Source: an optimization exercise on an open RTL-to-GDS flow (aim: small area, a short achievable clock period and few clock cycles per item). Production flows keep margins and buffers that such runs may drop. In this exercise RTL edits were held to simulation tests only and were not proved equivalent to the original. Power and IR drop assume default switching activity.

==> design/flow/design.v <==
module rh_crc_step (
    input  wire [15:0] crc_in,
    input  wire [7:0]  data,
    output wire [15:0] crc_out
);
    reg [15:0] c;
    integer i;
    always @(*) begin
        c = crc_in ^ {8'h00, data};
        for (i = 0; i < 8; i = i + 1)
            c = c[0] ? ((c >> 1) ^ 16'h8408) : (c >> 1);
    end
    assign crc_out = c;
endmodule
module rh_framer (
    input  wire       clk,
    input  wire       rst,
    input  wire       cmd_valid,
    input  wire [7:0] cmd_data,
    input  wire       cmd_last,
    output wire       cmd_ready,
    output wire       rsp_valid,
    output wire [7:0] rsp_data,
    output wire       rsp_last,
    input  wire       rsp_ready
);
    localparam [7:0] DLE = 8'h10, STX = 8'h02, ETX = 8'h03;
    localparam [7:0] OP_SYS_RESET  = 8'h80, OP_CRC_UPDATE = 8'h81, OP_RX_BYTE   = 8'h82,
                     OP_RX_RESET   = 8'h83, OP_TX_ENCODE  = 8'h84, OP_DD_CHECK  = 8'h85,
                     OP_DD_FILTER  = 8'h86, OP_CFG_SETADDR = 8'h87, OP_CFG_GETADDR = 8'h88,
                     OP_CFG_SETPROM = 8'h89;
    localparam [2:0] RX_IDLE = 3'd0, RX_SAWLEAD = 3'd1, RX_INDATA = 3'd2,
                     RX_SAWDLE = 3'd3, RX_WAITHI = 3'd4, RX_WAITLO = 3'd5;
    localparam [2:0] T_ERR = 3'd0, T_OK0 = 3'd1, T_OK1 = 3'd2, T_CRC = 3'd3,
                     T_RXF = 3'd4, T_TX = 3'd5;
    localparam integer NB = 3;               
    localparam integer N  = 1 << NB;
    localparam integer R  = 256 / N;
    localparam integer QB = 3;               
    localparam integer QD = 1 << QB;
    reg       f0, f1;                        
    reg       rdy;
    reg [8:0] ib0, ib1;                      
    wire      ipush = cmd_valid & rdy;
    wire      ipop;
    assign cmd_ready = rdy;
    wire f1_n = (f1 && !ipop) || (f0 && !f1 && ipush && !ipop);
    always @(posedge clk) begin
        if (rst) begin
            f0  <= 1'b0;
            f1  <= 1'b0;
            rdy <= 1'b1;
        end else begin
            f0  <= f1 || ipush || (f0 && !ipop);
            f1  <= f1_n;
            rdy <= !f1_n;
        end
    end
    always @(posedge clk) begin
        if (!f0 || (!f1 && ipop))
            ib0 <= {cmd_last, cmd_data};
        else if (ipop)
            ib0 <= ib1;
        if (!f1)
            ib1 <= {cmd_last, cmd_data};
    end
    wire [7:0] hd = ib0[7:0];
    wire       hl = ib0[8];
    reg [7:0]  this_address;
    reg        promiscuous;
    reg [2:0]  rxs;
    reg [6:0]  rx_len;
    reg [15:0] rx_fcs;
    reg [7:0]  rx_hi;
    reg [7:0]  rx_to;                        
    reg [6:0] cnt;                           
    reg [7:0] rem;                           
    reg       over;                          
    reg       badop;
    reg       cdone;                         
    reg       cok;                           
    reg       o_sr, o_crc, o_rx, o_rr, o_tx, o_ddc, o_ddf, o_sa, o_ga, o_sp;
    reg [7:0] b1, b2, b3;
    reg       f7;                            
    reg       c_toaddr, c_tobc;              
    reg       c_ddacc;                       
    reg       c_rxapp;                       
    reg       c_crc;                         
    reg       np;                            
    reg [7:0] tL;                            
    reg [6:0] wpt, wpc, rpt;                 
    reg       pfull;                         
    wire ex;                                 
    assign ipop = f0 && (!cdone || ex) && !(np && pfull);
    wire take = ipop;
    reg op_known;
    reg [7:0] op_rem;
    always @(*) begin
        op_known = 1'b1;
        case (hd)
            OP_SYS_RESET, OP_RX_RESET, OP_CFG_GETADDR:  op_rem = 8'd0;
            OP_RX_BYTE, OP_CFG_SETADDR, OP_CFG_SETPROM: op_rem = 8'd1;
            OP_DD_CHECK:   op_rem = 8'd2;
            OP_CRC_UPDATE: op_rem = 8'd3;
            OP_DD_FILTER:  op_rem = 8'd4;
            OP_TX_ENCODE:  op_rem = 8'd5;
            default: begin op_rem = 8'd0; op_known = 1'b0; end
        endcase
    end
    wire first = (cnt == 7'd0);
    wire tx_n  = o_tx && (cnt == 7'd5);      
    reg  last_ok;
    always @(*) begin
        if (first)
            last_ok = op_known && (op_rem == 8'd0);
        else if (tx_n)
            last_ok = (hd == 8'd0);
        else
            last_ok = !badop && !over && (rem == 8'd1);
    end
    wire [6:0] cnt_n  = (cnt == 7'd127) ? cnt : cnt + 7'd1;
    wire       np_n   = !hl && (first ? (hd == OP_TX_ENCODE)
                                      : (o_tx && cnt_n != 7'd5 && cnt_n < 7'd66));
    always @(posedge clk) begin
        if (rst) begin
            cnt   <= 7'd0;
            cdone <= 1'b0;
            np    <= 1'b0;
        end else begin
            if (take) begin
                cnt <= hl ? 7'd0 : cnt_n;
                np  <= np_n;
            end
            if (take && hl)
                cdone <= 1'b1;
            else if (ex)
                cdone <= 1'b0;
        end
    end
    always @(posedge clk) begin
        if (take) begin
            if (first) begin
                o_sr  <= (hd == OP_SYS_RESET);
                o_crc <= (hd == OP_CRC_UPDATE);
                o_rx  <= (hd == OP_RX_BYTE);
                o_rr  <= (hd == OP_RX_RESET);
                o_tx  <= (hd == OP_TX_ENCODE);
                o_ddc <= (hd == OP_DD_CHECK);
                o_ddf <= (hd == OP_DD_FILTER);
                o_sa  <= (hd == OP_CFG_SETADDR);
                o_ga  <= (hd == OP_CFG_GETADDR);
                o_sp  <= (hd == OP_CFG_SETPROM);
                rem   <= op_rem;
                over  <= 1'b0;
                badop <= !op_known;
                tL    <= 8'd10;
            end else begin
                if (tx_n)
                    rem <= hd;
                else if (rem == 8'd0)
                    over <= 1'b1;
                else
                    rem <= rem - 8'd1;
            end
            if (cnt == 7'd1) begin if (o_ddf) b3 <= hd; else b1 <= hd; end
            if (cnt == 7'd2) begin if (o_ddf) b1 <= hd; else b2 <= hd; end
            if (cnt == 7'd3) begin if (o_ddf) b2 <= hd; else b3 <= hd; end
            if (np && cnt >= 7'd6) begin
                tL  <= tL + ((hd == DLE) ? 8'd2 : 8'd1);
            end
            if (hl) begin
                cok      <= last_ok;
                f7       <= hd[7];
                c_toaddr <= (b3 == this_address);
                c_tobc   <= (b3 == 8'hFF);
                c_ddacc  <= !first && last_ok && (o_ddc || (o_ddf && !hd[7] && b3 == this_address));
                c_crc    <= !first && last_ok && o_crc;
                c_rxapp  <= !first && last_ok && o_rx && !(rx_len == 7'd64) &&
                            ((rxs == RX_INDATA && hd != DLE) || (rxs == RX_SAWDLE && hd == DLE));
            end
        end
    end
    reg  [5:0] rt;
    wire [5:0] rt1 = rt + 6'd1;
    always @(posedge clk) begin
        if (rst) rt <= 6'd0;
        else     rt <= rt1;
    end
    reg [3:0]   tp_v;
    reg [3:0]   tp_s [0:3];                  
    reg [7:0]   tp_d [0:3];
    wire [1:0]  tka   = rt1[1:0];
    wire        tw_v  = tp_v[tka];
    wire [5:0]  tw_p  = rt1 - {tp_s[tka], tka};
    reg         twq_v;                       
    reg  [3:0]  twq_m;
    reg  [5:0]  twq_s;
    reg  [7:0]  twq_d;
    always @(posedge clk) begin
        twq_v <= !rst && tw_v;
        twq_m <= tw_p[5:2];
        twq_s <= {tp_s[tka], tka};
        twq_d <= tp_d[tka];
    end
    wire        tpush = take && np;
    always @(posedge clk) begin
        if (rst)
            tp_v <= 4'd0;
        else begin
            if (tw_v)  tp_v[tka] <= 1'b0;
            if (tpush) tp_v[wpt[1:0]] <= 1'b1;
        end
        if (tpush) begin
            tp_s[wpt[1:0]] <= wpt[5:2];
            tp_d[wpt[1:0]] <= hd;
        end
    end
    reg [511:0] tring, tring_n;
    integer ti;
    always @(*) begin
        tring_n = {tring[503:0], tring[511:504]};
        for (ti = 0; ti < 16; ti = ti + 1)
            if (twq_v && twq_m == ti) tring_n[32*ti + 8 +: 8] = twq_d;
    end
    always @(posedge clk) tring <= tring_n;
    reg [QB:0] qcnt;
    reg        qfull, qne;
    wire [7:0] dd_from = b1;
    wire [7:0] dd_id   = b2;
    wire [NB-1:0] ph = rt[NB-1:0];           
    reg  [NB:0]   clr;                       
    reg           clearing;
    reg           al;                        
    wire [7:0]    nexts [0:R-1];             
    reg  [7:0]    dd_old;                    
    wire          dd_new = (dd_old != dd_id);
    always @(posedge clk)
        dd_old <= nexts[dd_from[7:NB]];
    always @(posedge clk)
        al <= (rt1[NB-1:0] == dd_from[NB-1:0]);
    reg  [1:0] rxf_cnt;                      
    reg        rxok;                         
    reg  [2:0] sph;
    reg  [6:0] ssc;
    localparam [2:0] P_ST = 3'd0, P_D1 = 3'd1, P_D2 = 3'd2, P_STX = 3'd3,
                     P_HDR = 3'd4, P_PAY = 3'd5, P_TRL = 3'd6, P_BUF = 3'd7;
    always @(posedge clk)
        rxok <= (rxf_cnt == 2'd0) || (rxf_cnt == 2'd1 && sph == P_BUF && ssc > rx_len);
    assign ex = cdone && !qfull && !(c_crc && cqfull) && !(c_ddacc && (clearing || !al)) && !(c_rxapp && !rxok);
    wire   exo = ex && cok;
    wire [15:0] crc_op_res;
    rh_crc_step u_crc_op (.crc_in({b1, b2}), .data(b3), .crc_out(crc_op_res));
    reg  [15:0] cq0, cq1;
    reg         cqw, cqr;
    reg  [1:0]  cqn;
    reg         cqfull;
    wire        cq_push = exo && o_crc;
    wire        cq_pop;
    wire [15:0] cqh = cqr ? cq1 : cq0;
    always @(posedge clk) begin
        if (cq_push && !cqw) cq0 <= crc_op_res;
        if (cq_push &&  cqw) cq1 <= crc_op_res;
        if (rst) begin
            cqw    <= 1'b0;
            cqr    <= 1'b0;
            cqn    <= 2'd0;
            cqfull <= 1'b0;
        end else begin
            if (cq_push) cqw <= !cqw;
            if (cq_pop)  cqr <= !cqr;
            if (cq_push && !cq_pop) begin
                cqn    <= cqn + 2'd1;
                cqfull <= (cqn == 2'd1);
            end else if (!cq_push && cq_pop) begin
                cqn    <= cqn - 2'd1;
                cqfull <= 1'b0;
            end
        end
    end
    wire [15:0] rx_fcs_app, rx_fcs_dle, rx_fcs_etx;
    rh_crc_step u_crc_rx  (.crc_in(rx_fcs),     .data(b1),  .crc_out(rx_fcs_app));
    rh_crc_step u_crc_rx1 (.crc_in(rx_fcs),     .data(DLE), .crc_out(rx_fcs_dle));
    rh_crc_step u_crc_rx2 (.crc_in(rx_fcs_dle), .data(ETX), .crc_out(rx_fcs_etx));
    wire rx_match = ({rx_hi, b1} == rx_fcs) && (rx_len >= 7'd4) &&
                    (promiscuous || rx_to == this_address || rx_to == 8'hFF);
    wire rx_emit = (rxs == RX_WAITLO) && rx_match;
    reg [2:0] dt;
    reg [7:0] dv;
    always @(*) begin
        dt = T_OK0; dv = 8'h00;
        if (!cok)
            dt = T_ERR;
        else if (o_crc)
            dt = T_CRC;
        else if (o_rx) begin
            if (rx_emit) begin dt = T_RXF; dv = {1'b0, rx_len}; end
            else         dt = T_OK1;
        end else if (o_tx) begin
            dt = T_TX; dv = tL;
        end else if (o_ddc) begin
            dt = T_OK1; dv = {7'd0, dd_new};
        end else if (o_ddf) begin
            dt = T_OK1;
            if (f7)            dv = 8'h00;
            else if (c_toaddr) dv = dd_new ? 8'h01 : 8'h02;
            else if (c_tobc)   dv = 8'h03;
            else               dv = 8'h04;
        end else if (o_ga) begin
            dt = T_OK1; dv = this_address;
        end
    end
    wire do_sys_reset = exo && o_sr;
    always @(posedge clk) begin
        if (rst || do_sys_reset) begin
            this_address <= 8'h00;
            promiscuous  <= 1'b0;
        end else if (exo) begin
            if (o_sa) this_address <= b1;
            if (o_sp) promiscuous  <= b1[0];
        end
    end
    always @(posedge clk) begin
        if (rst) begin
            clr      <= N[NB:0];
            clearing <= 1'b1;
        end else begin
            if (do_sys_reset) begin
                clr      <= N[NB:0];
                clearing <= 1'b1;
            end else if (clearing) begin
                clr      <= clr - 1'b1;
                clearing <= (clr != 1);
            end
        end
    end
    reg            gw_v;
    reg [7-NB:0]   gw_r;
    reg [7:0]      gw_d;
    always @(posedge clk) begin
        gw_v <= exo && c_ddacc;
        gw_r <= dd_from[7:NB];
        gw_d <= dd_id;
    end
    genvar gr;
    generate
        for (gr = 0; gr < R; gr = gr + 1) begin : g_ring
            reg [8*N-1:0] ring;
            wire wr = clearing || (gw_v && gw_r == gr);
            wire [7:0] p0 = ring[7:0];
            assign nexts[gr] = ring[8*N-9 -: 8];
            always @(posedge clk)
                ring <= {ring[8*N-9:8], (wr ? (clearing ? 8'h00 : gw_d) : p0), ring[8*N-1 -: 8]};
        end
    endgenerate
    wire rx_step = exo && o_rx;
    reg [1:0]  rp_v;
    reg [4:0]  rp_s [0:1];                   
    reg [7:0]  rp_d [0:1];
    wire       rw0  = rp_v[0] && ({rp_s[0][0], 1'b0} == rt1[1:0]);
    wire       rw1  = rp_v[1] && ({rp_s[1][0], 1'b1} == rt1[1:0]);
    wire       rw_v = rw0 || rw1;
    wire [5:0] rw_p = rt1 - (rw1 ? {rp_s[1], 1'b1} : {rp_s[0], 1'b0});
    reg        rwq_v;                        
    reg  [3:0] rwq_m;
    reg  [7:0] rwq_d;
    always @(posedge clk) begin
        rwq_v <= !rst && rw_v;
        rwq_m <= rw_p[5:2];
        rwq_d <= rw1 ? rp_d[1] : rp_d[0];
    end
    wire       rapp = rx_step && c_rxapp;
    always @(posedge clk) begin
        if (rst)
            rp_v <= 2'd0;
        else begin
            if (rw0)  rp_v[0] <= 1'b0;
            if (rw1)  rp_v[1] <= 1'b0;
            if (rapp) rp_v[rx_len[0]] <= 1'b1;
        end
        if (rapp) begin
            rp_s[rx_len[0]] <= rx_len[5:1];
            rp_d[rx_len[0]] <= b1;
        end
        if (rapp && rx_len == 7'd0)
            rx_to <= b1;
    end
    reg [511:0] rring, rring_n;
    integer ri;
    always @(*) begin
        rring_n = {rring[503:0], rring[511:504]};
        for (ri = 0; ri < 16; ri = ri + 1)
            if (rwq_v && rwq_m == ri) rring_n[32*ri + 8 +: 8] = rwq_d;
    end
    always @(posedge clk) rring <= rring_n;
    always @(posedge clk) begin
        if (rx_step) begin
            case (rxs)
                RX_SAWLEAD: if (b1 == STX) rx_fcs <= 16'hFFFF;
                RX_INDATA:  if (c_rxapp) rx_fcs <= rx_fcs_app;
                RX_SAWDLE:  if (b1 == ETX) rx_fcs <= rx_fcs_etx;
                            else if (c_rxapp) rx_fcs <= rx_fcs_app;
                RX_WAITHI:  rx_hi <= b1;
                default: ;
            endcase
        end
    end
    always @(posedge clk) begin
        if (rst || do_sys_reset || (exo && o_rr)) begin
            rxs    <= RX_IDLE;
            rx_len <= 7'd0;
        end else if (rx_step) begin
            if (c_rxapp) rx_len <= rx_len + 7'd1;
            case (rxs)
                RX_IDLE:    if (b1 == DLE) rxs <= RX_SAWLEAD;
                RX_SAWLEAD: if (b1 == STX) begin
                                rx_len <= 7'd0;
                                rxs    <= RX_INDATA;
                            end else begin
                                rxs <= RX_IDLE;
                            end
                RX_INDATA:  if (b1 == DLE) rxs <= RX_SAWDLE;
                RX_SAWDLE:  if (b1 == ETX) rxs <= RX_WAITHI;
                            else if (b1 == DLE) rxs <= RX_INDATA;
                            else rxs <= RX_IDLE;
                RX_WAITHI:  rxs <= RX_WAITLO;
                RX_WAITLO:  begin
                                rx_len <= 7'd0;
                                rxs    <= RX_IDLE;
                            end
                default:    rxs <= RX_IDLE;
            endcase
        end
    end
    always @(posedge clk) begin
        if (rst) begin
            wpt <= 7'd0;
            wpc <= 7'd0;
        end else if (ex) begin
            if (cok && o_tx)
                wpc <= wpt;
            else
                wpt <= wpc;
        end else if (take && np) begin
            wpt <= wpt + 7'd1;
        end
    end
    reg [10:0]   dq [0:QD-1];
    reg [QB-1:0] qw, qr;
    wire         qpop;
    wire         byp;                        
    wire         qpush = ex && !byp;
    always @(posedge clk) begin
        if (qpush) dq[qw] <= {dt, dv};
    end
    wire [QB:0] qinc = qcnt + 1'b1;
    wire [QB:0] qdec = qcnt - 1'b1;
    always @(posedge clk) begin
        if (rst) begin
            qw    <= {QB{1'b0}};
            qr    <= {QB{1'b0}};
            qcnt  <= {(QB+1){1'b0}};
            qfull <= 1'b0;
            qne   <= 1'b0;
        end else begin
            if (qpush) qw <= qw + 1'b1;
            if (qpop) qr <= qr + 1'b1;
            if (qpush && !qpop) begin
                qcnt  <= qinc;
                qfull <= qinc[QB];
                qne   <= 1'b1;
            end else if (!qpush && qpop) begin
                qcnt  <= qdec;
                qfull <= 1'b0;
                qne   <= (qdec != 0);
            end
        end
    end
    wire [10:0] qh   = dq[qr];
    reg        cv;                           
    reg [2:0]  ct;
    reg [7:0]  cd1;
    reg [6:0]  clen1;                        
    reg [6:0]  cpo1;                         
    reg        cpz;                          
    reg        v0, v1;                       
    reg [8:0]  o0, o1;                       
    wire       adv = cv && !v1 && !(sph == P_BUF && !br_al) &&
                     !((sph == P_HDR || sph == P_PAY) && !pv0);
    reg        sdup;
    reg [15:0] scrc;
    reg  [2:0] pcnt;
    reg  [7:0] pq0, pq1, pq2, pq3;
    wire       pv0    = (pcnt != 3'd0);
    reg  [5:0] fd;                           
    wire       favail = (rpt != wpc);        
    wire       fpush  = favail && !pcnt[2] && (fd[1:0] == 2'd3) &&
                        !(tp_v[rpt[1:0]] && tp_s[rpt[1:0]] == rpt[5:2]) &&
                        !(twq_v && twq_s == rpt[5:0]);
    wire [7:0] fnext  = tring[32*fd[5:2] + 24 +: 8];
    wire       fpop;
    wire [7:0] fbyte  = pq0;
    reg  [5:0] bd;                           
    wire       br_al = (bd[1:0] == 2'd3);
    wire [7:0] rbyte = rring[32*bd[5:2] + 24 +: 8];
    reg [7:0] sb;                            
    reg       sl;                            
    reg       spop;                          
    reg       scu;                           
    always @(*) begin
        sb = 8'h00; sl = 1'b0; spop = 1'b0; scu = 1'b0;
        case (sph)
            P_ST: begin
                sb = (ct == T_ERR) ? 8'hE0 : 8'h00;
                sl = (ct == T_ERR) || (ct == T_OK0);
            end
            P_D1: begin
                sb = (ct == T_RXF) ? 8'h01 : (ct == T_CRC) ? cqh[15:8] : cd1;
                sl = (ct == T_OK1);
            end
            P_D2: begin
                sb = (ct == T_CRC) ? cqh[7:0] : (ct == T_RXF) ? (cd1 - 8'd4) : DLE;
                sl = (ct == T_CRC);
            end
            P_STX: sb = STX;
            P_HDR: begin sb = fbyte; spop = 1'b1; scu = 1'b1; end
            P_PAY: begin
                sb = fbyte;
                if (!(fbyte == DLE && !sdup)) begin spop = 1'b1; scu = 1'b1; end
                sl = 1'b0;
            end
            P_TRL: begin
                case (ssc[1:0])
                    2'd0: begin sb = DLE; scu = 1'b1; end
                    2'd1: begin sb = ETX; scu = 1'b1; end
                    2'd2: sb = scrc[15:8];
                    default: begin sb = scrc[7:0]; sl = 1'b1; end
                endcase
            end
            default: begin  
                sb = rbyte;
                sl = (ssc == clen1);
            end
        endcase
    end
    wire [7:0]  scd = (sph == P_TRL) ? (ssc[0] ? ETX : DLE) : fbyte;
    wire [15:0] scrc_next;
    rh_crc_step u_crc_s (.crc_in(scrc), .data(scd), .crc_out(scrc_next));
    always @(posedge clk) begin
        if (sph != P_BUF)
            bd <= rt1;
        else if (!adv)
            bd <= bd + 6'd1;
    end
    wire sfin = adv && sl;                   
    wire ld   = qne && (!cv || sfin);        
    assign byp  = ex && !qne && (!cv || sfin);
    assign qpop = ld;
    wire [10:0] src = ld ? qh : {dt, dv};
    assign cq_pop = sfin && (ct == T_CRC);
    assign fpop = adv && spop;
    wire [6:0] wpt_n = ex ? ((cok && o_tx) ? wpt : wpc) : ((take && np) ? wpt + 7'd1 : wpt);
    wire [6:0] rpt_n = fpush ? rpt + 7'd1 : rpt;
    always @(posedge clk)
        pfull <= !rst && ((wpt_n - rpt_n) == 7'd64);
    wire [2:0] pidx = pcnt - {2'b00, fpop};    
    always @(posedge clk) begin
        if (rst) begin
            rpt  <= 7'd0;
            fd   <= 6'd0;
            pcnt <= 3'd0;
        end else begin
            if (fpush) rpt <= rpt + 7'd1;
            fd   <= fpush ? fd : fd + 6'd1;
            pcnt <= pcnt + {2'b00, fpush} - {2'b00, fpop};
        end
        pq0 <= (fpush && pidx == 3'd0) ? fnext : fpop ? pq1 : pq0;
        pq1 <= (fpush && pidx == 3'd1) ? fnext : fpop ? pq2 : pq1;
        pq2 <= (fpush && pidx == 3'd2) ? fnext : fpop ? pq3 : pq2;
        pq3 <= (fpush && pidx == 3'd3) ? fnext : pq3;
    end
    always @(posedge clk) begin
        if (ld || byp) begin
            ct    <= src[10:8];
            cd1   <= src[7:0];
        end
        if (sph != P_BUF) clen1 <= cd1[6:0] - 7'd1;
        if (sph != P_PAY) begin
            cpo1 <= cd1[6:0] - 7'd11;
            cpz  <= (cd1 == 8'd10);
        end
    end
    always @(posedge clk) begin
        if (rst) begin
            cv   <= 1'b0;
            sph  <= P_ST;
            ssc  <= 7'd0;
            sdup <= 1'b0;
        end else begin
            if (ld || byp)
                cv <= 1'b1;
            else if (sfin)
                cv <= 1'b0;
            if (adv) begin
                if (sl) begin
                    sph  <= P_ST;
                    ssc  <= 7'd0;
                    sdup <= 1'b0;
                end else begin
                    case (sph)
                        P_ST:  sph <= P_D1;
                        P_D1:  sph <= P_D2;
                        P_D2:  sph <= (ct == T_RXF) ? P_BUF : P_STX;
                        P_STX: sph <= P_HDR;
                        P_HDR: begin
                            if (ssc[1:0] == 2'd3) begin
                                ssc <= 7'd0;
                                sph <= cpz ? P_TRL : P_PAY;
                            end else
                                ssc <= ssc + 7'd1;
                        end
                        P_PAY: begin
                            sdup <= !spop;
                            if (ssc == cpo1) begin
                                ssc <= 7'd0;
                                sph <= P_TRL;
                            end else
                                ssc <= ssc + 7'd1;
                        end
                        default: ssc <= ssc + 7'd1;    
                    endcase
                end
            end
        end
    end
    always @(posedge clk) begin
        if (adv) begin
            if (sph == P_STX)
                scrc <= 16'hFFFF;
            else if (scu)
                scrc <= scrc_next;
        end
    end
    always @(posedge clk) begin
        if (rst)
            rxf_cnt <= 2'd0;
        else
            rxf_cnt <= rxf_cnt + {1'b0, (rx_step && rx_emit)}
                               - {1'b0, (sfin && ct == T_RXF)};
    end
    wire [8:0] snew = {sl, sb};
    always @(posedge clk) begin
        if (rst) begin
            v0 <= 1'b0;
            v1 <= 1'b0;
        end else if (v0 && rsp_ready) begin
            v0 <= v1 || adv;
            v1 <= 1'b0;
        end else begin
            v0 <= v0 || adv;
            v1 <= v1 || (v0 && adv);
        end
    end
    always @(posedge clk) begin
        if (v0 && rsp_ready)
            o0 <= v1 ? o1 : snew;
        else if (!v0)
            o0 <= snew;
        if (!v1)
            o1 <= snew;
    end
    assign rsp_valid = v0;
    assign rsp_data  = o0[7:0];
    assign rsp_last  = o0[8];
endmodule
==> design/flow/flow/run.sh <==
#!/bin/bash
# Layout flow: the standard flow (standard synthesis, floorplan, placement,
# CTS, routing, finish) unchanged, except that timing repair aims at a setup
# slack of 6.5 ns, i.e. it keeps optimising paths longer than 3.5 ns although
# the 10 ns clock constraint is already met. Constraints are the standard flow's.
set -euo pipefail
export SETUP_SLACK_MARGIN=6.5
bash standard.sh synth > synth.log 2>&1
bash standard.sh finish > layout.log 2>&1
==> design/flow/standard.sh <==
#!/bin/bash
# synth_recipe.tcl (not shown) runs the flow's synth.tcl, then flattens the netlist and writes it again
# the make line also repeats each setting of config.mk as NAME=value (left out here)
make -C /OpenROAD-flow-scripts/flow DESIGN_CONFIG=/design/flow/config.mk WORK_HOME=/design/flow/orfs CLKGATE_MAP_FILE= SYNTH_SCRIPT=/design/flow/synth_recipe.tcl "${@:-finish}"
==> design/flow/config.mk <==
export PLATFORM = sky130hd
export DESIGN_NAME = rh_framer
export DESIGN_NICKNAME = rh_framer
export VERILOG_FILES = /design/flow/design.v
export SDC_FILE = /design/flow/constraint.sdc
export NUM_CORES = 4
export LEC_CHECK = 0
export CAP_MARGIN = 20
export CORE_MARGIN = 2
export CORE_UTILIZATION = 50
export CTS_CLUSTER_DIAMETER = 80
export CTS_CLUSTER_SIZE = 30
export PLACE_DENSITY = 0.6
export SLEW_MARGIN = 20
==> design/flow/constraint.sdc <==
create_clock -name core_clock -period 10.0 [get_ports {clk}]
set_input_delay 2.0000 -clock core_clock [delete_from_list [all_inputs] [get_ports {clk}]]
set_output_delay 2.0000 -clock core_clock [all_outputs]
set_load 0.01 [all_outputs]
==> results.cfg, run 1 <==
[finish]
fillCellCount = 16200
area_delta_synth_final_pct = 8.47
regArea_mm2 = 0.0769
multi_input_area_mm2 = 0.0213
nNetsFinal = 6795
drive_gt1_frac = 0.132

[global_route]
grt_max_degree = 73
grt_pass1_wl_mm = 311
grt_pass1_vias = 47300
antenna_found_initial = 3
grt_overflow = 0
grt.total_usage = 0.205

[critical_path]
reg2reg_depth = 12
r2r-start = rpt[0]
cp-end-kind = flip-flop
cpLargestDelayFamily = simple AND/OR/NAND/NOR gates
slowest_delay_ns = 0.53
r2r_slack_ns = 6.56
path_class = reg -> reg
crit_slowest_cell = mux4_2
crit_end = pfull
cp_num_cells = 12
cp_data_required_time_ns = 10.75
crit_arrival_ns = 4.19
path_max_fanout = 8
timing.critical_path.cells = mux4_2, xnor2_1, nand3_1, nor2_4, buf_4, nor4_2, xnor2_1, ha_1, or2_2, a2111oi_1, a21oi_1, nor4_2
crit_buf_inv = 1
critPathLaunch = rpt[0]
worstReg2RegEnd = pfull
critPathLaunchType = flip-flop

[logic_synthesis]
synth_cells = 6665
synth_top_family_by_area = multiplexers
synth_edf_count = 392
synth_compound_area_frac = 0.0333
yosys.area_share.adder = 0.00962
avgSynthCellArea_um2 = 14.9
synthSimpleGateAreaFrac = 0.0532
syn-cell-area_mm2 = 0.0991
yosysSeqAreaShare = 0.775
synth_top_area_frac = 0.657
synth-seq-cells = 3644
synthFlopType = dfxtp_1
synthXorXnorAreaFrac = 0.0234
synth_area_leaders = dfxtp_1 66%, edfxtp_1 12%, mux2_2 3.8%
synth.area.mux_share = 0.0927
yosysTopAreaCell = dfxtp_1
synth.distinct_cells = 86
synth_nets = 6753
async_reset_ff_frac = 0
synth_warnings = 2

[placed_design]
pre_cts_ws_ns = 5.33
place.gp.congestion = 0.930
io_buffers = 23
dp_hpwl_mm = 138

[detailed_routing]
drtIter0Drc = 3824
vias_per_cell = 5.09
avgRoutedWirePerCell_um = 22.2
totalWireLength_mm = 209
ant_nets = 0
drc = 0
dr_total_vias = 47900
firstDrtPassIters = 6

[die]
initial_utilization = 0.503
die_x_um = 449
io_pins = 24
fp.coreArea_mm2 = 0.197
dieArea_mm2 = 0.202
die_height_um = 449
rows = 163

[clock_tree]
clockBufferDepth = 3
clockRootBuffer = clkbuf_16
cts_sinks = 3644
cts.clk_slew.worst_paths_ns = 0.11
cts_buffers = 154
clk_latency_ns = 0.85
htree_levels = 4
cts_tree = done

[power_and_ir_drop]
irDropWorstVdd_mv = 0.189
p_leak_nw = 40.3
pwr_density_cell_mw_per_mm2 = 217
power_mw = 23.3

[timing]
slew_headroom = 0.222
fin_skew_ns = 0.0426
period_share = 0.344
tightest_slew_ns = 1.17
hold_slack_ns = 0.315
fmax_mhz = 291
fin_ws_ns = 6.56
rsz0062_at_grt = true
slew_violations = 0
hold_viol = 0
finalSetupViolCount = 0
min_period_ns = 3.44
tns_ns = 0

[job]
drv_cap = 0

[worst_hold_path]
hp-start = rring[50]
min_path_cells = 0
hold_class = reg -> reg

[run_status]
status = complete, no violations
-- through the flow --
step,util,area [um^2],cells
detailed placement,0.520,103000,9173
global route,0.545,108000,9407
CTS,0.545,107000,9403
floorplan,-,99200,6665
finish,0.545,108000,9409
global placement,0.520,103000,9172
-- per-layer routing --
layer	global-route usage	vias up	wire length, um
li1	-	22700	-
met1	0.281	23800	95600
met2	0.330	1061	96400
met3	0.0297	346	8430
met4	0.0794	0	8260
met5	0	-	0
-- kinds of logic after synthesis --
kind of cell / Yosys count
xor+xnor: 263
fa+ha+maj: 75
buf+inv: 316
compound gates: 506
flops: 3644
mux: 723
simple gates: 1138
-- synth_stat cells, drive strengths merged, types with 8 or more instances --
| library cell | n |
|---|---|
| nand4b | 8 |
| a22oi | 37 |
| or2 | 10 |
| o21ai | 90 |
| nor3b | 14 |
| mux2i | 262 |
| inv | 71 |
| nand2 | 260 |
| o2111ai | 8 |
| ha | 73 |
| edfxtp | 392 |
| o31ai | 9 |
| a211oi | 17 |
| or3 | 22 |
| xnor2 | 184 |
| clkbuf | 197 |
| mux4 | 122 |
| mux2 | 339 |
| and2 | 14 |
| nand3 | 121 |
| nand3b | 15 |
| nor4 | 21 |
| a221oi | 35 |
| a31oi | 13 |
| a21o | 19 |
| and3 | 24 |
| nor2 | 459 |
| dfxtp | 3252 |
| nor2b | 30 |
| o211ai | 18 |
| a22o | 18 |
| a21oi | 174 |
| nor3 | 54 |
| xor2 | 78 |
| buf | 47 |
| o22ai | 8 |
| nand2b | 25 |
| nand4 | 38 |
-- registers in the layout (all words and copies together) (netlist names), 9 cells and up, named ones only --
signal	cells
rp_d	16
cq0	16
rring	512
dq	88
tp_d	32
rp_s	10
ib1	9
scrc	16
cq1	16
ib0	9
rx_fcs	16
g_ring.ring	2048
tring	512
o1	9
tp_s	16
o0	9
-- worst min-delay path by stage --
stage / slack [ns] / end
after CTS: 0.31 / g_ring[31].ring[16]
after floorplan: 0.31 / g_ring[0].ring[0]
after global placement: 0.31 / tring[414]
final: 0.32 / rring[58]
after detailed placement: 0.31 / g_ring[0].ring[52]
after global routing: 0.32 / g_ring[30].ring[33]
-- power by group --
| group | switching [mW] | total (mW) | internal [mW] |
|---|---|---|---|
| combinational | 0.499 | 0.764 | 0.265 |
| sequential | 0.155 | 15.1 | 14.9 |
| clock | 4.43 | 7.48 | 3.05 |
-- cell usage in the layout (no fill, tap or decap), types with 72 or more instances in the layout --
master / synthesis / final
nand2_1: 260 / 258
mux2_2: 338 / 338
clkbuf_16: 0 / 160
edfxtp_1: 392 / 392
a21oi_1: 174 / 172
mux2i_1: 262 / 262
mux4_2: 122 / 122
buf_4: 1 / 101
o21ai_0: 90 / 89
xor2_1: 78 / 78
nand3_1: 121 / 118
dfxtp_1: 3252 / 3232
ha_1: 73 / 72
xnor2_1: 184 / 182
nor2_1: 454 / 434
-- final cells by class --
cell class	instances	area share
tap	2640	0.0307
timing repair buffer	130	0.00969
clock inverter	43	0.00554
clock buffer	173	0.0380
inverter	72	0.00254
sequential	3644	0.715
multi-input combinational	2705	0.198
antenna	2	0.0000465
-- repair_timing --
action,4_1_cts,5_1_grt
hold buffers,0,0
pin swaps,8,9
endpoints found under the hold margin,0,0
gates resized for setup,73,17
buffers inserted,14,4
endpoints found under the setup margin,150,57
Testbench counts, summed over its fixed seeds: cycles 45,196, items 12,000.
==> run 2, diff against run 1 <==
--- a/design/flow/design.v
+++ b/design/flow/design.v
@@ -279,6 +279,5 @@
     end
-    wire [15:0] rx_fcs_app, rx_fcs_dle, rx_fcs_etx;
-    rh_crc_step u_crc_rx  (.crc_in(rx_fcs),     .data(b1),  .crc_out(rx_fcs_app));
-    rh_crc_step u_crc_rx1 (.crc_in(rx_fcs),     .data(DLE), .crc_out(rx_fcs_dle));
-    rh_crc_step u_crc_rx2 (.crc_in(rx_fcs_dle), .data(ETX), .crc_out(rx_fcs_etx));
+    wire [7:0]  rx_cd = (rxs == RX_WAITHI) ? ETX : (rxs == RX_SAWDLE && b1 == ETX) ? DLE : b1;
+    wire [15:0] rx_fcs_nx;
+    rh_crc_step u_crc_rx (.crc_in(rx_fcs), .data(rx_cd), .crc_out(rx_fcs_nx));
     wire rx_match = ({rx_hi, b1} == rx_fcs) && (rx_len >= 7'd4) &&
@@ -398,6 +397,8 @@
                 RX_SAWLEAD: if (b1 == STX) rx_fcs <= 16'hFFFF;
-                RX_INDATA:  if (c_rxapp) rx_fcs <= rx_fcs_app;
-                RX_SAWDLE:  if (b1 == ETX) rx_fcs <= rx_fcs_etx;
-                            else if (c_rxapp) rx_fcs <= rx_fcs_app;
-                RX_WAITHI:  rx_hi <= b1;
+                RX_INDATA:  if (c_rxapp) rx_fcs <= rx_fcs_nx;
+                RX_SAWDLE:  if (b1 == ETX || c_rxapp) rx_fcs <= rx_fcs_nx;
+                RX_WAITHI:  begin
+                                rx_hi  <= b1;
+                                rx_fcs <= rx_fcs_nx;
+                            end
                 default: ;
@@ -560,6 +561,13 @@
     assign fpop = adv && spop;
-    wire [6:0] wpt_n = ex ? ((cok && o_tx) ? wpt : wpc) : ((take && np) ? wpt + 7'd1 : wpt);
-    wire [6:0] rpt_n = fpush ? rpt + 7'd1 : rpt;
+    wire [6:0] wpt1 = wpt + 7'd1;
+    wire [6:0] rpt1 = rpt + 7'd1;
+    wire fA0 = (wpt1[5:0] == rpt[5:0])  && (wpt1[6] != rpt[6]);
+    wire fA1 = (wpt1[5:0] == rpt1[5:0]) && (wpt1[6] != rpt1[6]);
+    wire fB0 = (wpt[5:0]  == rpt[5:0])  && (wpt[6]  != rpt[6]);
+    wire fB1 = (wpt[5:0]  == rpt1[5:0]) && (wpt[6]  != rpt1[6]);
+    wire fC0 = (wpc[5:0]  == rpt[5:0])  && (wpc[6]  != rpt[6]);
+    wire fC1 = (wpc[5:0]  == rpt1[5:0]) && (wpc[6]  != rpt1[6]);
     always @(posedge clk)
-        pfull <= !rst && ((wpt_n - rpt_n) == 7'd64);
+        pfull <= !rst && (ex ? ((cok && o_tx) ? (fpush ? fB1 : fB0) : (fpush ? fC1 : fC0))
+                             : ((take && np) ? (fpush ? fA1 : fA0) : (fpush ? fB1 : fB0)));
     wire [2:0] pidx = pcnt - {2'b00, fpop};    
==> design/flow/flow/run.sh (replaced) <==
#!/bin/bash
# Layout flow: the standard flow (standard synthesis, floorplan, placement,
# CTS, routing, finish) unchanged, except that timing repair aims at a setup
# slack of 6.8 ns, i.e. it keeps optimising paths longer than 3.2 ns although
# the 10 ns clock constraint is already met. Constraints are the standard flow's.
set -euo pipefail
export SETUP_SLACK_MARGIN=6.8
bash standard.sh synth > synth.log 2>&1
bash standard.sh finish > layout.log 2>&1
==> results.cfg, run 2 <==
[run_status]
status = complete, no violations

[placed_design]
place.gp.congestion = 0.918
pre_cts_ws_ns = 6.09
io_buffers = 23
dp_hpwl_mm = 135
placedInstanceArea_mm2 = 0.102
dp_cells = 9114

[logic_synthesis]
synth_edf_count = 392
yosysSeqAreaShare = 0.780
async_reset_ff_frac = 0
synth_warnings = 2
synth_cells = 6593
synth.distinct_cells = 92
synth-seq-cells = 3646
synth_top_area_frac = 0.660
synth_nets = 6676
synth_most_common_cell = dfxtp_1
yosysTopAreaCell = dfxtp_1
avgSynthCellArea_um2 = 15.0
syn-cell-area_mm2 = 0.0986
synth_area_leaders = dfxtp_1 66%, edfxtp_1 12%, mux2_2 3.8%
synthFlopType = dfxtp_1
synth_commonest_cells = 3254 x dfxtp_1, 461 x nor2_1, 392 x edfxtp_1

[finish]
final_cell_mix = 3231 x dfxtp_1, 428 x nor2_1, 392 x edfxtp_1
fillCellCount = 16000
area_delta_synth_final_pct = 9.04
drive_gt1_frac = 0.139
nNetsFinal = 6760
mostFrequentLayoutCell = dfxtp_1
stdcell_area_mm2 = 0.108
top_regs = g_ring.ring (2048), rring (512), tring (512)
largest_reg_flops = 2048
largest-register = g_ring.ring
instances_no_fill = 9381
fin_util = 0.547

[timing]
slew_violations = 0
rsz0062_at_grt = true
finalSetupViolCount = 0
hold_viol = 0
fin_skew_ns = 0.0386
fmax_mhz = 299
fin_ws_ns = 6.65
period_share = 0.335
hold_slack_ns = 0.316
tightest_slew_ns = 1.12
min_period_ns = 3.35
slew_headroom = 0.252
tns_ns = 0

[critical_path]
path_max_fanout = 1
slowest_delay_ns = 0.37
cpLargestDelayFamily = flip-flops
path_class = reg -> out
critPathLaunchType = flip-flop
crit_buf_inv = 1
crit_arrival_ns = 1.35
cp-end-kind = primary output
crit_slowest_cell = edfxtp_1
cp_data_required_time_ns = 8.00
timing.critical_path.cells = buf_2

[clock_tree]
cts_tree = done
cts_buffers = 154
htree_levels = 4
clockBufferDepth = 3
cts.clk_slew.worst_paths_ns = 0.11
clk_latency_ns = 0.85
cts_hold_buffers = 0
clockRootBuffer = clkbuf_16
cts_sinks = 3646

[job]
drv_cap = 0

[global_route]
antenna_found_initial = 2
grt_pass1_vias = 47000
grt.total_usage = 0.206
grt_pass1_wl_mm = 307
grt_max_degree = 84
grt_overflow = 0

[worst_hold_path]
hold_class = reg -> reg

[detailed_routing]
drc = 0
drtIter0Drc = 3480
totalWireLength_mm = 207
avgRoutedWirePerCell_um = 22.0
vias_per_cell = 5.05
ant_nets = 0
firstDrtPassIters = 8
dr_total_vias = 47400

[power_and_ir_drop]
intPower_mw = 18.3
p_leak_nw = 40.7
comb_power_share = 0.036
switching_share = 0.220
clkPwrFrac = 0.320
seqPwrFrac = 0.644
power_mw = 23.4
pwr_density_cell_mw_per_mm2 = 218
irDropWorstVdd_mv = 0.185
power.switching_mw = 5.16

[die]
dieArea_mm2 = 0.201
fp.coreArea_mm2 = 0.197
io_pins = 24
die_x_um = 448
initial_utilization = 0.502
rows = 163
die_height_um = 448
## run 2: routing by layer
metal / wire length (um) / GRT usage
met1: 95300 / 0.285
met2: 96500 / 0.335
met3: 8020 / 0.0279
met4: 6760 / 0.0691
met5: 0 / 0
## run 2: path summary, 6_finish.rpt
kind	start	end	slack, ns	cells after the start
worst max-delay path	o0[8]	rsp_last	6.65	1
worst min-delay path	tring[183]	tring[191]	0.32	0
worst max register to register	ct[1]	dq[3][4]	6.85	10
worst min register to register	tring[183]	tring[191]	0.32	0
## run 2: final cells by class
cell class / count / area [um^2] / area share
Sequential cell: 3646 / 77000 / 0.715
Multi-Input combinational cell: 2635 / 21000 / 0.195
Clock buffer: 167 / 3970 / 0.0369
Tap cell: 2640 / 3300 / 0.0307
Timing Repair Buffer: 162 / 1350 / 0.0125
Clock inverter: 51 / 717 / 0.00667
Inverter: 77 / 312 / 0.00290
Timing Repair inverter: 1 / 8.76 / 0.0000814
Antenna cell: 2 / 5.00 / 0.0000465
## run 2: kinds of logic after synthesis
logic type      Yosys count  share of synthesized area
compound gates          481                     0.0323
xor+xnor                255                     0.0226
fa+ha+maj                70                    0.00903
buf+inv                 312                     0.0127
flops                  3646                      0.780
mux                     711                     0.0915
simple gates           1118                     0.0522
## run 2: what timing repair did
item,in CTS,in global routing
gates resized for setup,96,29
gates cloned,2,0
endpoints found under the setup margin,293,179
pin swaps,9,7
setup buffers,33,11
## run 2: power by group through the flow
stage	logic (mW)	clock network (mW)	registers [mW]
after floorplan	0.559	0	15.3
after global placement	0.768	0	15.4
after detailed placement	0.774	0	15.4
after CTS	0.827	7.70	15.1
after global routing	0.902	8.22	15.1
final	0.832	7.51	15.1
Testbench counts of run 2, summed over its fixed seeds: cycles 45,196, items 12,000.
==> run 3, diff against run 2 <==
--- a/design/flow/design.v
+++ b/design/flow/design.v
@@ -252,5 +252,3 @@
     rh_crc_step u_crc_op (.crc_in({b1, b2}), .data(b3), .crc_out(crc_op_res));
-    reg  [15:0] cq0, cq1;
-    reg         cqw, cqr;
-    reg  [1:0]  cqn;
+    reg  [15:0] cq0;
     reg         cqfull;
@@ -258,22 +256,11 @@
     wire        cq_pop;
-    wire [15:0] cqh = cqr ? cq1 : cq0;
+    wire [15:0] cqh = cq0;
     always @(posedge clk) begin
-        if (cq_push && !cqw) cq0 <= crc_op_res;
-        if (cq_push &&  cqw) cq1 <= crc_op_res;
-        if (rst) begin
-            cqw    <= 1'b0;
-            cqr    <= 1'b0;
-            cqn    <= 2'd0;
+        if (cq_push) cq0 <= crc_op_res;
+        if (rst)
+            cqfull <= 1'b0;
+        else if (cq_push)
+            cqfull <= 1'b1;
+        else if (cq_pop)
             cqfull <= 1'b0;
-        end else begin
-            if (cq_push) cqw <= !cqw;
-            if (cq_pop)  cqr <= !cqr;
-            if (cq_push && !cq_pop) begin
-                cqn    <= cqn + 2'd1;
-                cqfull <= (cqn == 2'd1);
-            end else if (!cq_push && cq_pop) begin
-                cqn    <= cqn - 2'd1;
-                cqfull <= 1'b0;
-            end
-        end
     end
==> results.cfg, run 3 <==
[placed_design]
dp_hpwl_mm = 130
place.gp.congestion = 0.864
placedInstanceArea_mm2 = 0.101
pre_cts_ws_ns = 5.60
dp_cells = 8969
io_buffers = 23

[finish]
drive_gt1_frac = 0.141
largest_reg_flops = 2048
nNetsFinal = 6711
final_cell_mix = 3224 x dfxtp_1, 432 x nor2_1, 376 x edfxtp_1
largest-register = g_ring.ring
instances_no_fill = 9234
top_regs = g_ring.ring (2048), rring (512), tring (512)
stdcell_area_mm2 = 0.107
area_delta_synth_final_pct = 8.98
fin_util = 0.548
mostFrequentLayoutCell = dfxtp_1

[critical_path]
crit_buf_inv = 1
cp-end-kind = primary output
crit_arrival_ns = 1.37
critPathLaunchType = flip-flop
path_class = reg -> out
path_max_fanout = 1
timing.critical_path.cells = buf_2
cp_data_required_time_ns = 8.00
crit_slowest_cell = edfxtp_1
cpLargestDelayFamily = flip-flops
slowest_delay_ns = 0.39

[timing]
hold_slack_ns = 0.309
tns_ns = 0
fin_skew_ns = 0.0420
rsz0062_at_grt = true
finalSetupViolCount = 0
slew_violations = 0
period_share = 0.337
slew_headroom = 0.252
hold_viol = 0
tightest_slew_ns = 1.12
min_period_ns = 3.37
fin_ws_ns = 6.63
fmax_mhz = 297

[logic_synthesis]
synth_nets = 6604
syn-cell-area_mm2 = 0.0978
synth.distinct_cells = 92
yosysTopAreaCell = dfxtp_1
avgSynthCellArea_um2 = 15.0
synth_commonest_cells = 3250 x dfxtp_1, 456 x nor2_1, 376 x edfxtp_1
synth_cells = 6524
synth_most_common_cell = dfxtp_1
synth_warnings = 2
synth_area_leaders = dfxtp_1 67%, edfxtp_1 12%, mux2_2 3.7%
synth_edf_count = 376
synth-seq-cells = 3626
synth_top_area_frac = 0.665
yosysSeqAreaShare = 0.781
synthFlopType = dfxtp_1
async_reset_ff_frac = 0

[clock_tree]
clockBufferDepth = 3
cts_tree = done
clk_latency_ns = 0.85
cts_buffers = 152
htree_levels = 4
cts_hold_buffers = 0
cts.clk_slew.worst_paths_ns = 0.10
clockRootBuffer = clkbuf_16
cts_sinks = 3626

[power_and_ir_drop]
comb_power_share = 0.035
switching_share = 0.219
clkPwrFrac = 0.318
pwr_density_cell_mw_per_mm2 = 217
intPower_mw = 18.1
irDropWorstVdd_mv = 0.212
power_mw = 23.1
power.switching_mw = 5.06
p_leak_nw = 40.4
seqPwrFrac = 0.647

[global_route]
grt.total_usage = 0.202
grt_overflow = 0
grt_max_degree = 153
gr-usage-met1 = 0.282
grt_pass1_wl_mm = 300
grt_use_met2 = 0.330
busiest_layer = met2
grt_pass1_vias = 46200
antenna_found_initial = 4
grtUsageMet3 = 0.0253

[detailed_routing]
ant_nets = 0
vias_per_cell = 5.06
avgRoutedWirePerCell_um = 21.8
dr_total_vias = 46800
totalWireLength_mm = 201
drc = 0
drtIter0Drc = 3681
firstDrtPassIters = 6

[die]
rows = 162
die_height_um = 446
fp.coreArea_mm2 = 0.195
initial_utilization = 0.503
io_pins = 24
die_x_um = 446
dieArea_mm2 = 0.199

[job]
drv_cap = 0

[worst_hold_path]
hold_class = reg -> reg

[run_status]
status = complete, no violations
-- run 3: changes by cell type in the layout (fill, tap and decap cells not counted), moves of 12 or more --
cell / previous run / this run
a21oi_1: 160 / 130
a222oi_1: 1 / 14
edfxtp_1: 392 / 376
buf_4: 127 / 145
nand2_1: 250 / 265
mux2_2: 329 / 317
nand3_1: 118 / 100
-- run 3: final cells by class --
| type | instances | area, um^2 |
|---|---|---|
| multi-input cells | 2602 | 20800 |
| inverters | 71 | 277 |
| clock buffers | 170 | 3980 |
| repair buffers | 177 | 1400 |
| fillers | 15700 | 88000 |
| repair inverters | 1 | 5.00 |
| flip-flops and latches | 3626 | 76400 |
| well taps | 2542 | 3180 |
| clock inverters | 42 | 573 |
| diodes | 3 | 7.51 |
-- run 3: worst paths after layout --
path,startpoint,end,slack (ns),cells past startpoint
min reg2reg,g_ring[6].ring[10],g_ring[6].ring[18],0.31,0
max reg2reg,bd[0],pq2[2],6.89,11
min,g_ring[6].ring[10],g_ring[6].ring[18],0.31,0
max,o0[5],rsp_data[5],6.63,1
-- run 3: timing repair --
item	in CTS	in global routing
pin swaps	9	10
buffers inserted	18	29
cloned	1	2
resized for setup	76	32
endpoints found under the setup margin	296	186
-- run 3: routing by layer --
metal / share of wire / wire [um]
met1: 0.47 / 94100
met2: 0.47 / 94500
met3: 0.036 / 7280
met4: 0.027 / 5440
met5: 0 / 0
-- run 3: cell families (layout without fill, tap and decap cells) --
group	Yosys count	after routing	share of synthesized area
flip-flops	3626	3626	0.781
XOR/XNOR	247	247	0.0223
adder cells (fa/ha/maj)	67	67	0.00872
AND/OR/NAND/NOR	1120	1121	0.0532
buffers and inverters	297	461	0.0118
other	0	3	0
multiplexers	696	696	0.0907
AO/OA/AOI/OAI	471	471	0.0328
-- run 3: worst register-to-register path: stages, from the launching register on --
cell and delay (ns):
edfxtp_1 0.39, ha_2 0.24, nor2_2 0.07, or4b_4 0.58, or2_4 0.28, inv_4 0.10, ha_4 0.15, ha_4 0.15
xor2_4 0.10, nor4b_4 0.31, buf_12 0.18, mux2_4 0.31
-- run 3: power groups by stage --
stage | registers [mW] | logic, mW | clock network [mW]
finish | 15.0 | 0.808 | 7.35
global route | 15.0 | 0.869 | 8.07
CTS | 15.0 | 0.792 | 7.55
detailed placement | 15.3 | 0.774 | 0
global placement | 15.3 | 0.767 | 0
floorplan | 15.2 | 0.543 | 0
Testbench counts of run 3, summed over its fixed seeds: cycles 45,308, items 12,000.
==> run 4, diff against run 3 <==
==> design/flow/flow/run.sh (replaced) <==
#!/bin/bash
set -euo pipefail
export SETUP_SLACK_MARGIN=6.8
export CTS_ARGS="-sink_clustering_enable -repair_clock_nets -sink_clustering_size 30 -sink_clustering_max_diameter 80 -dont_use_dummy_load"
bash standard.sh synth > synth.log 2>&1
bash standard.sh finish > layout.log 2>&1
==> results.cfg, run 4 <==
[timing]
slew_violations = 0
rsz0062_at_grt = true
fin_ws_ns = 6.67
tightest_slew_ns = 1.13
min_period_ns = 3.33
period_share = 0.333
hold_viol = 0
finalSetupViolCount = 0
tns_ns = 0
fmax_mhz = 300
slew_headroom = 0.243
fin_skew_ns = 0.0906

[clock_tree]
htree_levels = 4
clockBufferDepth = 3
cts_tree = done
cts.clk_slew.worst_paths_ns = 0.10
cts_sinks = 3626
clk_latency_ns = 0.85
clockRootBuffer = clkbuf_16
cts_buffers = 152

[placed_design]
dp_hpwl_mm = 130
io_buffers = 23
pre_cts_ws_ns = 5.60
place.gp.congestion = 0.864

[detailed_routing]
vias_per_cell = 5.06
drtIter0Drc = 3641
ant_nets = 0
drc = 0
avgRoutedWirePerCell_um = 21.9
totalWireLength_mm = 201
firstDrtPassIters = 6
dr_total_vias = 46500

[die]
die_height_um = 446
io_pins = 24
dieArea_mm2 = 0.199
initial_utilization = 0.503
fp.coreArea_mm2 = 0.195
die_x_um = 446
rows = 162

[logic_synthesis]
async_reset_ff_frac = 0
synth_most_common_cell = dfxtp_1
synth_edf_count = 376
synth_commonest_cells = 3250 x dfxtp_1, 456 x nor2_1, 376 x edfxtp_1
avgSynthCellArea_um2 = 15.0
synth_top_area_frac = 0.665
synth_area_leaders = dfxtp_1 67%, edfxtp_1 12%, mux2_2 3.7%
synth-seq-cells = 3626
yosysTopAreaCell = dfxtp_1
synthFlopType = dfxtp_1
synth_cells = 6524
yosysSeqAreaShare = 0.781
syn-cell-area_mm2 = 0.0978
synth.distinct_cells = 92
synth_nets = 6604
synth_warnings = 2

[power_and_ir_drop]
seqPwrFrac = 0.663
p_leak_nw = 40.0
comb_power_share = 0.036
switching_share = 0.211
clkPwrFrac = 0.301
pwr_density_cell_mw_per_mm2 = 213
power.switching_mw = 4.76
irDropWorstVdd_mv = 0.211
intPower_mw = 17.8

[critical_path]
cp_data_required_time_ns = 8.00
path_class = reg -> out
slowest_delay_ns = 0.39
critPathLaunchType = flip-flop
crit_slowest_cell = edfxtp_1
reg2reg_depth = 13
cpLargestDelayFamily = flip-flops
crit_buf_inv = 1
r2r-start = sph[1]
worstReg2RegEnd = pq0[6]
path_max_fanout = 1
crit_arrival_ns = 1.33
timing.critical_path.cells = buf_2
cp-end-kind = primary output
r2r_slack_ns = 6.89

[finish]
top_regs = g_ring.ring (2048), rring (512), tring (512)
drive_gt1_frac = 0.135
area_delta_synth_final_pct = 8.24
nNetsFinal = 6713
final_cell_mix = 3224 x dfxtp_1, 432 x nor2_1, 376 x edfxtp_1
largest_reg_flops = 2048
largest-register = g_ring.ring
mostFrequentLayoutCell = dfxtp_1

[global_route]
grt_overflow = 0
grt_pass1_vias = 46100
antenna_found_initial = 4
grt_max_degree = 153
grt_pass1_wl_mm = 300
grt.total_usage = 0.201

[worst_hold_path]
hp-start = g_ring[25].ring[28]
min_path_cells = 0
holdPathEnd = g_ring[25].ring[36]
hold_class = reg -> reg

[job]
drv_cap = 0

[run_status]
status = complete, no violations
-- run 4: cell counts after synthesis --
No cell type changed its count.
-- run 4: cell type report --
| class | count | area (um^2) |
|---|---|---|
| repair inverters | 1 | 5.00 |
| flip-flops and latches | 3626 | 76400 |
| clock buffers | 152 | 3800 |
| well taps | 2542 | 3180 |
| fillers | 15800 | 88700 |
| inverters | 71 | 279 |
| multi-input cells | 2602 | 20800 |
| repair buffers | 179 | 1420 |
| diodes | 4 | 10.0 |
-- run 4: power by group through the flow --
stage                     combinational (mW)  sequential, mW  clock (mW)
after floorplan                        0.543            15.2           0
after global placement                 0.767            15.3           0
after detailed placement               0.774            15.3           0
after CTS                              0.794            15.0        6.99
after global routing                   0.870            15.0        7.51
final                                  0.807            15.0        6.81
-- run 4: layer usage --
layer	track usage	vias up	share of wire
li1	-	22300	-
met1	0.281	23100	0.47
met2	0.330	826	0.47
met3	0.0256	236	0.035
met4	0.0577	0	0.026
met5	0	-	0
-- run 4: worst max-delay path by stage --
stage,startpoint,endpoint,slack [ns],cells past startpoint
after global routing,o0[5],rsp_data[5],6.60,1
after CTS,o0[5],rsp_data[5],6.59,1
after global placement,sph[2],pq2[2],5.76,12
after detailed placement,sph[2],pq2[1],5.60,12
after floorplan,sph[0],pq2[0],6.75,11
final,o0[5],rsp_data[5],6.67,1
-- run 4: per-stage QoR --
step | hold WS (ns) | util | instance area (um^2) | cells | total power, mW
after floorplan | 0.310 | - | 98000 | 6524 | 15.8
after global placement | 0.309 | 0.521 | 101000 | 8968 | 16.1
after detailed placement | 0.312 | 0.521 | 101000 | 8969 | 16.1
after global routing | 0.269 | 0.544 | 106000 | 9175 | 23.4
final | 0.275 | 0.544 | 106000 | 9177 | 22.6
after CTS | 0.274 | 0.542 | 106000 | 9144 | 22.8
-- run 4: cells by family after synthesis --
kind of cell    after synthesis  share of synthesized area
compound gates              471                     0.0328
xor+xnor                    247                     0.0223
fa+ha+maj                    67                    0.00872
buf+inv                     297                     0.0118
flops                      3626                      0.781
mux                         696                     0.0907
simple gates               1120                     0.0532
-- run 4: timing repair --
| item | 4_1_cts | 5_1_grt |
|---|---|---|
| gates resized for setup | 77 | 31 |
| hold buffers | 0 | 0 |
| buffers inserted | 22 | 27 |
| endpoints found under the hold margin | 0 | 0 |
| pin swaps | 9 | 9 |
| cloned | 1 | 2 |
| setup endpoints to repair | 299 | 175 |
==> run 5, diff against run 4 <==
--- a/design/flow/design.v
+++ b/design/flow/design.v
@@ -474,2 +474,3 @@
     reg [8:0]  o0, o1;                       
+    reg [8:0]  ohn;                          
     wire       adv = cv && !v1 && !(sph == P_BUF && !br_al) &&
@@ -657,7 +658,6 @@
     end
+    wire [8:0] o0_n = (v0 && rsp_ready) ? (v1 ? o1 : snew) : (v0 ? ~ohn : snew);
     always @(posedge clk) begin
-        if (v0 && rsp_ready)
-            o0 <= v1 ? o1 : snew;
-        else if (!v0)
-            o0 <= snew;
+        o0  <= o0_n;
+        ohn <= ~o0_n;
         if (!v1)
==> results.cfg, run 5 <==
[global_route]
grt_pass1_wl_mm = 310
grt.total_usage = 0.208
grt_overflow = 0
grt_pass1_vias = 46800
antenna_found_initial = 2
grt_max_degree = 150

[finish]
largest_reg_flops = 2048
final_cell_mix = 3241 x dfxtp_1, 411 x nor2_1, 367 x edfxtp_1
mostFrequentLayoutCell = dfxtp_1
fin_util = 0.545
nNetsFinal = 6792
largest-register = g_ring.ring
instances_no_fill = 9334
top_regs = g_ring.ring (2048), rring (512), tring (512)
area_delta_synth_final_pct = 8.18
drive_gt1_frac = 0.132

[clock_tree]
clk_latency_ns = 0.87
cts_buffers = 151
clockRootBuffer = clkbuf_16
htree_levels = 4
cts_sinks = 3635
cts_tree = done
clockBufferDepth = 3
cts.clk_slew.worst_paths_ns = 0.10

[logic_synthesis]
synth_nets = 6715
synth_most_common_cell = dfxtp_1
async_reset_ff_frac = 0
synthFlopType = dfxtp_1
yosysSeqAreaShare = 0.777
synth-seq-cells = 3635
synth.distinct_cells = 88
avgSynthCellArea_um2 = 14.8
yosysTopAreaCell = dfxtp_1
synth_edf_count = 367
synth_area_leaders = dfxtp_1 66%, edfxtp_1 11%, mux2_2 3.7%
synth_commonest_cells = 3268 x dfxtp_1, 443 x nor2_1, 367 x edfxtp_1
syn-cell-area_mm2 = 0.0984
synth_top_area_frac = 0.665
synth_warnings = 2
synth_cells = 6634

[detailed_routing]
avgRoutedWirePerCell_um = 22.4
drtIter0Drc = 3702
firstDrtPassIters = 6
ant_nets = 0
drc = 0
totalWireLength_mm = 209
dr_total_vias = 47700
vias_per_cell = 5.11

[timing]
period_share = 0.328
fin_ws_ns = 6.72
tightest_slew_ns = 1.18
fmax_mhz = 305
min_period_ns = 3.28
fin_skew_ns = 0.112
tns_ns = 0
rsz0062_at_grt = true
slew_headroom = 0.208
hold_viol = 0
slew_violations = 0
finalSetupViolCount = 0

[power_and_ir_drop]
irDropWorstVdd_mv = 0.192
seqPwrFrac = 0.664
clkPwrFrac = 0.300
comb_power_share = 0.036
power.switching_mw = 4.76
intPower_mw = 17.9
switching_share = 0.210
p_leak_nw = 40.1
pwr_density_cell_mw_per_mm2 = 213
power_mw = 22.6

[critical_path]
path_max_fanout = 2
cp-end-kind = primary output
cpLargestDelayFamily = flip-flops
slowest_delay_ns = 0.37
cp_data_required_time_ns = 8.00
crit_arrival_ns = 1.28
critPathLaunch = rdy
crit_buf_inv = 1
timing.critical_path.cells = buf_6
crit_slowest_cell = dfxtp_4
r2r-start = rpt[0]
path_class = reg -> out
critPathLaunchType = flip-flop

[worst_hold_path]
hold_class = reg -> reg
hp-start = g_ring[9].ring[44]

[die]
die_height_um = 448
die_x_um = 448
rows = 162
io_pins = 24
fp.coreArea_mm2 = 0.195
initial_utilization = 0.504
dieArea_mm2 = 0.200

[placed_design]
pre_cts_ws_ns = 5.80
dp_hpwl_mm = 138
place.gp.congestion = 0.922
io_buffers = 23
dp_cells = 9128

[run_status]
status = complete, no violations

[job]
drv_cap = 0
## run 5: cell count changes in the layout (fill, tap and decap cells not counted), sizes merged, moves of 11 or more
| cell | previous run | this run |
|---|---|---|
| a21oi | 133 | 169 |
| and3 | 20 | 31 |
| buf | 168 | 153 |
| dfxtp | 3250 | 3268 |
| nand3 | 100 | 116 |
| nor2 | 457 | 445 |
| o21ai | 76 | 101 |
| xor2 | 110 | 98 |
## run 5: what timing repair did
| action | 4_1_cts | 5_1_grt |
|---|---|---|
| gates cloned | 0 | 0 |
| hold buffers | 0 | 0 |
| endpoints found under the setup margin | 271 | 100 |
| pin swaps | 12 | 10 |
| setup buffers | 32 | 20 |
| resized for setup | 97 | 35 |
## run 5: area by class of cell
| type | instances | area, um^2 |
|---|---|---|
| fillers | 15900 | 88800 |
| flip-flops and latches | 3635 | 76500 |
| multi-input cells | 2681 | 21100 |
| clock buffers | 151 | 3780 |
| well taps | 2624 | 3280 |
| repair buffers | 166 | 1460 |
| inverters | 76 | 305 |
| diodes | 1 | 2.50 |
## run 5: path summary, 6_finish.rpt
path / end / slack [ns] / cells past startpoint
worst min-delay path: g_ring[9].ring[52] / 0.26 / 0
worst max-delay path: cmd_ready / 6.72 / 1
worst max register to register: pcnt[2] / 6.90 / 14
worst min register to register: g_ring[9].ring[52] / 0.26 / 0
## run 5: cell families (layout without fill, tap and decap cells)
group,Yosys count,in the layout,synth area share
other,0,1,0
muxes,690,690,0.0896
AOI/OAI and AO/OA,526,526,0.0352
DFF,3635,3635,0.777
xor gates and xnor gates,240,240,0.0215
adders and majority gates,68,68,0.00880
buffers and inverters,318,393,0.0128
and+or+nand+nor,1157,1157,0.0550
## run 5: power groups by stage
stage	combinational, mW	sequential (mW)	clock [mW]
after floorplan	0.546	15.3	0
after global placement	0.735	15.4	0
after detailed placement	0.746	15.4	0
after global routing	0.882	15.1	7.49
final	0.815	15.0	6.79
after CTS	0.800	15.0	6.99
## run 5: stage by stage
| step | hold WS (ns) | cell area (um^2) |
|---|---|---|
| after detailed placement | 0.312 | 102000 |
| after floorplan | 0.310 | 98400 |
| final | 0.264 | 106000 |
| after global placement | 0.310 | 102000 |
| after CTS | 0.269 | 106000 |
| after global routing | 0.278 | 106000 |
## run 5: layer usage
| layer | part of all wire | vias up | GRT usage |
|---|---|---|---|
| met5 | 0.000091 | - | 0 |
| met4 | 0.032 | 2 | 0.0672 |
| met3 | 0.039 | 315 | 0.0265 |
| met2 | 0.47 | 976 | 0.341 |
| met1 | 0.46 | 23800 | 0.288 |
| li1 | - | 22600 | - |
## run 5: worst reg2reg max path: cells and delay by family (launching register included)
| kind | cells | cell delay [ns] |
|---|---|---|
| buf+inv | 3 | 0.17 |
| simple gates | 4 | 0.46 |
| fa+ha+maj | 3 | 0.80 |
| xor+xnor | 3 | 0.45 |
| flops | 1 | 0.47 |
| compound gates | 1 | 0.60 |
Testbench counts of run 5, summed over its fixed seeds: cycles 45,308, items 12,000.
==> run 6, diff against run 5 <==
--- a/design/flow/design.v
+++ b/design/flow/design.v
@@ -35,3 +35,3 @@
                      T_RXF = 3'd4, T_TX = 3'd5;
-    localparam integer NB = 3;               
+    localparam integer NB = 4;               
     localparam integer N  = 1 << NB;
==> results.cfg, run 6 <==
[finish]
area_delta_synth_final_pct = 7.91
final_cell_mix = 3247 x dfxtp_1, 367 x edfxtp_1, 338 x nor2_1
fin_util = 0.543
drive_gt1_frac = 0.130
nNetsFinal = 6345
stdcell_area_mm2 = 0.103

[die]
rows = 160
die_x_um = 442
io_pins = 24
fp.coreArea_mm2 = 0.190

[power_and_ir_drop]
irDropWorstVdd_mv = 0.204
pwr_density_cell_mw_per_mm2 = 219

[worst_hold_path]
min_path_cells = 0
hold_class = reg -> reg
hp-start = g_ring[3].ring[38]

[logic_synthesis]
synth.distinct_cells = 85
yosysTopAreaCell = dfxtp_1
yosysSeqAreaShare = 0.798
syn-cell-area_mm2 = 0.0958
avgSynthCellArea_um2 = 15.5
synth_top_area_frac = 0.683
synth_edf_count = 367
synth_area_leaders = dfxtp_1 68%, edfxtp_1 12%, mux2_2 4.0%
synth_cells = 6197
synth_most_common_cell = dfxtp_1
async_reset_ff_frac = 0

[timing]
hold_slack_ns = 0.284
tns_ns = 0
tightest_slew_ns = 1.12
rsz0062_at_grt = true
finalSetupViolCount = 0
fin_skew_ns = 0.0653
slew_headroom = 0.250
min_period_ns = 3.30
period_share = 0.330
slew_violations = 0

[global_route]
grt_pass1_wl_mm = 265
grt_pass1_vias = 42400
antenna_found_initial = 4
grt.total_usage = 0.178
grt_max_degree = 79

[detailed_routing]
ant_nets = 0
top_layer_used = met4
drtIter0Drc = 3070
totalWireLength_mm = 175
wl_met2_mm = 80.6
firstDrtPassIters = 6
dr_total_vias = 43300
vias_per_cell = 4.94
wl_met1_mm = 84.4
drc = 0

[placed_design]
dp_hpwl_mm = 113
place.gp.congestion = 0.848
dp_cells = 8577

[clock_tree]
clk_latency_ns = 0.83
clockRootBuffer = clkbuf_16
cts_sinks = 3635
htree_levels = 4
cts_tree = done

[critical_path]
cp-end-kind = primary output
crit_slowest_cell = dfxtp_4
cpLargestDelayFamily = flip-flops
crit_arrival_ns = 1.30
cp_data_required_time_ns = 8.00
r2r-start = pq0[2]
cp_num_cells = 1
timing.critical_path.cells = buf_6
path_class = reg -> out
reg2reg_depth = 11

[run_status]
status = complete, no violations

[job]
drv_cap = 0
run 6: cell count changes after synthesis, moves of 12 or more:
cell	change
mux2i_1	-75
a21oi_1	-51
o21ai_0	+12
nor2_1	-93
a22oi_1	-44
nand2_1	-36
a221oi_1	-23
a22o_1	-26
nand3_1	-44
nand4_1	-28
clkbuf_1	-37
run 6: cell families (layout without fill, tap and decap cells):
| family | count (synthesis) | in the layout | synth area share |
|---|---|---|---|
| DFF | 3635 | 3635 | 0.798 |
| and+or+nand+nor | 924 | 924 | 0.0450 |
| muxes | 629 | 629 | 0.0860 |
| AOI/OAI and AO/OA | 408 | 409 | 0.0277 |
| buffers and inverters | 283 | 348 | 0.0114 |
| xor gates and xnor gates | 251 | 251 | 0.0230 |
| adders and majority gates | 67 | 67 | 0.00891 |
| other | 0 | 8 | 0 |
run 6: path summary, 6_finish.rpt:
check / endpoint / slack [ns]
max: rsp_valid / 6.70
min: g_ring[3].ring[46] / 0.28
min reg2reg: g_ring[3].ring[46] / 0.28
max reg2reg: pq2[6] / 6.82
run 6: where the power goes:
part | leakage, nW | switching [mW] | internal [mW]
sequential | 29.8 | 0.196 | 14.9
clock | 1.82 | 4.02 | 2.67
combinational | 7.50 | 0.513 | 0.332
total | 39.1 | 4.73 | 17.9
run 6: repair_timing:
item,4_1_cts,5_1_grt
buffers inserted,33,12
gates resized for setup,90,22
cloned,3,1
endpoints found under the setup margin,302,92
pin swaps,12,8
run 6: layout make-up:
| class | instances | area (um^2) |
|---|---|---|
| Inverter | 78 | 308 |
| Timing Repair Buffer | 121 | 1050 |
| Antenna cell | 8 | 20.0 |
| Sequential cell | 3635 | 76500 |
| Tap cell | 2511 | 3140 |
| Timing Repair inverter | 1 | 6.26 |
| Fill cell | 15500 | 86800 |
| Clock buffer | 148 | 3700 |
| Multi-Input combinational cell | 2280 | 18600 |
run 6: per-stage QoR:
| step | power [mW] | worst slack, ns |
|---|---|---|
| after floorplan | 15.9 | 6.67 |
| after global placement | 16.2 | 5.48 |
| after detailed placement | 16.2 | 5.41 |
| after CTS | 22.8 | 6.63 |
| after global routing | 23.4 | 6.64 |
| final | 22.6 | 6.70 |
run 6: routing by layer:
| metal | vias up | track usage |
|---|---|---|
| li1 | 20900 | - |
| met1 | 21500 | 0.253 |
| met2 | 689 | 0.288 |
| met3 | 237 | 0.0239 |
| met4 | 0 | 0.0481 |
| met5 | - | 0 |
Testbench counts of run 6, summed over its fixed seeds: cycles 46,086, items 12,000.

Setup slack of run 6, layout unchanged: 6.705 ns with ideal ports, 6.623 ns with driving cells assumed (clock clkbuf_16, inputs buf_2), 6.299 ns with port delays also shifted by the 0.885 ns mid clock arrival.
